This design comes from an exercise in tuning for small area, a short achievable clock period and few clock cycles on the open sky130 flow, not from production work.
Only simulation tests tie the RTL to the original design; equivalence was not proved.
Power is estimated from default activity; no workload was simulated.

run 1:
// bdu
module bdu (
    input  wire        clk,
    input  wire        rst,           
    input  wire        reg_we,
    input  wire [3:0]  reg_waddr,
    input  wire [31:0] reg_wdata,
    input  wire [3:0]  reg_raddr,
    output reg  [31:0] reg_rdata,
    output wire        irq,
    output wire        busy,
    output reg         raw_re,
    output reg  [14:0] raw_addr,
    input  wire [7:0]  raw_rdata,
    output reg         plane_en,
    output reg         plane_we,
    output reg  [13:0] plane_addr,
    output reg  [7:0]  plane_wdata,
    input  wire [7:0]  plane_rdata,
    output reg         rgb_we,
    output reg  [15:0] rgb_addr,
    output reg  [7:0]  rgb_wdata      
);
    localparam [1:0] PH_IDLE = 2'd0, PH_UNPACK = 2'd1, PH_DEMOSAIC = 2'd2, PH_HALT = 2'd3;
    localparam [2:0] E_ARG_CMD = 3'd1, E_ARG_CFG = 3'd2, E_ALLOC = 3'd3,
                     E_SHORT_READ = 3'd4, E_BOUNDS = 3'd5;
    localparam [3:0] R_CTRL = 4'd0, R_CMD = 4'd1, R_STATUS = 4'd2, R_WIDTH = 4'd3,
                     R_HEIGHT = 4'd4, R_BITDEPTH = 4'd5, R_PATTERN = 4'd6,
                     R_RAW_LEN = 4'd7, R_PIX = 4'd8, R_FPIX = 4'd9, R_FADDR = 4'd10;
    localparam [2:0] T_NONE = 3'd0, T_B = 3'd1, T_G = 3'd2, T_R = 3'd3, T_X = 3'd4;
    reg        ie;
    reg [15:0] width, height;
    reg [4:0]  bitdepth;
    reg [1:0]  pattern;
    reg [31:0] raw_len;
    reg [1:0]  phase;
    reg        done, patnop;
    reg [2:0]  ecode;
    reg [14:0] pix;               
    reg [31:0] faddr;             
    reg [15:0] psum, pcar;        
    reg        phi;
    reg [1:0]  s;                 
    reg        unp_on;            
    reg        fuse;              
    reg        dem_todo;          
    reg        dact;              
    reg        dwp;               
    reg        rdef;              
    reg        flt;               
    reg [14:0] uc;                
    reg [4:0]  ba;                
    reg        v1, v2;            
    reg [2:0]  amt1, amt2;        
    reg [7:0]  w0;                
  ...
Size in the first run: ~300 flip-flops, roughly 23000 um2 of cells after synthesis.
export LEC_CHECK = 0
export CAP_MARGIN = 10
export CORE_MARGIN = 2
export CORE_UTILIZATION = 60
export CTS_BUF_LIST = sky130_fd_sc_hd__clkbuf_4 sky130_fd_sc_hd__clkbuf_8
export PLACE_DENSITY = 0.75
export SLEW_MARGIN = 10
create_clock -name core_clock -period 13.0 [get_ports {clk}]
standard.sh (not shown) runs the stock make flow with config.mk's settings and CLKGATE_MAP_FILE= SYNTH_SCRIPT=/design/flow/synth_recipe.tcl, a recipe that flattens the netlist after the stock synthesis.
==> flow/flow/run.sh <==
#!/bin/bash
set -euo pipefail
MARGIN=${MARGIN:-6.25}
bash standard.sh SETUP_SLACK_MARGIN=$MARGIN "BUFFER_PORTS_ARGS=-buffer_cell sky130_fd_sc_hd__buf_1" finish > standard.log 2>&1
Run 1 has completed all stages; timing, DRC and antenna checks passed.
Testbench counts of run 1, summed over its fixed seeds: cycles 197,751.
#### Input delta (run 2 over run 1)
- CTS_CLUSTER_SIZE: unset -> 25
- CTS_CLUSTER_DIAMETER: unset -> 80
- CTS_BUF_LIST: sky130_fd_sc_hd__clkbuf_4 sky130_fd_sc_hd__clkbuf_8 -> sky130_fd_sc_hd__clkbuf_8 sky130_fd_sc_hd__clkbuf_16
==> results.txt <==
Cell count was higher in the run labelled run 1. The higher normalized max-slew margin came out of run 1. Total standard cell area after synthesis came out exactly the same in run 2 and run 1. Run 2 against run 1: first-iteration DRC count decreased 80; global-route wire length before repair moved down. As far as met1 layer wirelength in the final routing is concerned, run 1 and run 2 perform about the same. Going from run 1 to run 2, non-clock buffer count grew slightly. Across run 2 and run 1, none had a timing, DRC or antenna violation. | combinational power | run 2 vs run 1 | ≈ equal |. Relative to run 1, utilization has gone down in run 2.
What run 3 does differently from run 2 at the input level:
- a change of PLACE_DENSITY from 0.75 to 0.7
- a change of CORE_UTILIZATION from 60 to 55
- a deleted CTS_CLUSTER_SIZE that had been 25
- a change of SLEW_MARGIN from 10 to 15
- a change of CAP_MARGIN from 10 to 15
- a deleted CTS_CLUSTER_DIAMETER that had been 80
- a change of CTS_BUF_LIST from sky130_fd_sc_hd__clkbuf_8 sky130_fd_sc_hd__clkbuf_16 to sky130_fd_sc_hd__clkbuf_4 sky130_fd_sc_hd__clkbuf_8
==> flow/flow/run.sh <==
#!/bin/bash
set -euo pipefail
MARGIN=${MARGIN:-6.25}
bash standard.sh SETUP_SLACK_MARGIN=$MARGIN finish > standard.log 2>&1
Results
- The tap cell count number comes out higher for run 3 vs run 2.
- The post-layout minimum cycle time reported for run 3 is smaller than that of run 2 by 21 ps.
- Run 3: number of levels the H-tree was split into 1 above run 2
- Run 3 has stage delay of the slowest cell on the critical path above what run 2 had.
- Wire length went up by a few percent going from run 2 to run 3.
- Run 2 ended up with fewer cell instances than run 3 did.
Input-level comparison between run 4 and run 3:
- PLACE_DENSITY now 0.75, was 0.7
- SLEW_MARGIN now 10, was 15
- CAP_MARGIN now 10, was 15
- CTS_CLUSTER_SIZE now 32, previously not set
- CORE_UTILIZATION now 60, was 55
- CTS_CLUSTER_DIAMETER now 80, previously not set
- CTS_BUF_LIST now sky130_fd_sc_hd__clkbuf_16, was sky130_fd_sc_hd__clkbuf_4 sky130_fd_sc_hd__clkbuf_8
==> flow/flow/run.sh <==
#!/bin/bash
set -euo pipefail
MARGIN=${MARGIN:-6.25}
bash standard.sh SETUP_SLACK_MARGIN=$MARGIN "BUFFER_PORTS_ARGS=-buffer_cell sky130_fd_sc_hd__buf_1" finish > standard.log 2>&1
--- outcome ---
All of run 4 and run 3 finish clean. Against run 3, run 4 reports a detailed-routing iteration count for the pre-antenna-repair pass that is higher. Going from run 3 to run 4, fraction of area in registers grows by 1.6 points. NOTE wire length run 3->run 4 decreased by a few percent. Register-to-register slack for run 4: 20 ps up relative to run 3. met1 routing resource usage after global routing ends up lower on run 3.

[separate check: timing with driven ports]
The results above use ideal ports. As a check the final layouts listed here were re-extracted and re-timed, cells and wires unchanged.
Step 1, drivers: a clkbuf_16 drives clk and a buf_2 each remaining input, both assumed.
Step 2 moves the port delays by t, midway between the first and last clock arrival at a register: inputs arrive t later, outputs are due t later. That takes back most of the time a late clock gives input paths.
Slacks: ideal ports / drivers / drivers and shift; pairs: ideal ports / drivers.
| run | t (ns) | setup WS [ns] | worst setup path after step 2 |
|---|---|---|---|
| run 1 | 0.702 | 6.228 / 6.160 / 5.684 | input to register |
| run 2 | 0.616 | 6.229 / 6.175 / 5.979 | input to register |
| run 3 | 0.696 | 6.251 / 6.171 / 5.857 | input to register |
| run 4 | 0.611 | 6.239 / 6.173 / 5.987 | input to register |
After both steps every run listed still meets setup and hold. The setup slack of run 1, which loses most, moves by -0.068 ns with the drivers and by -0.544 ns with both steps.
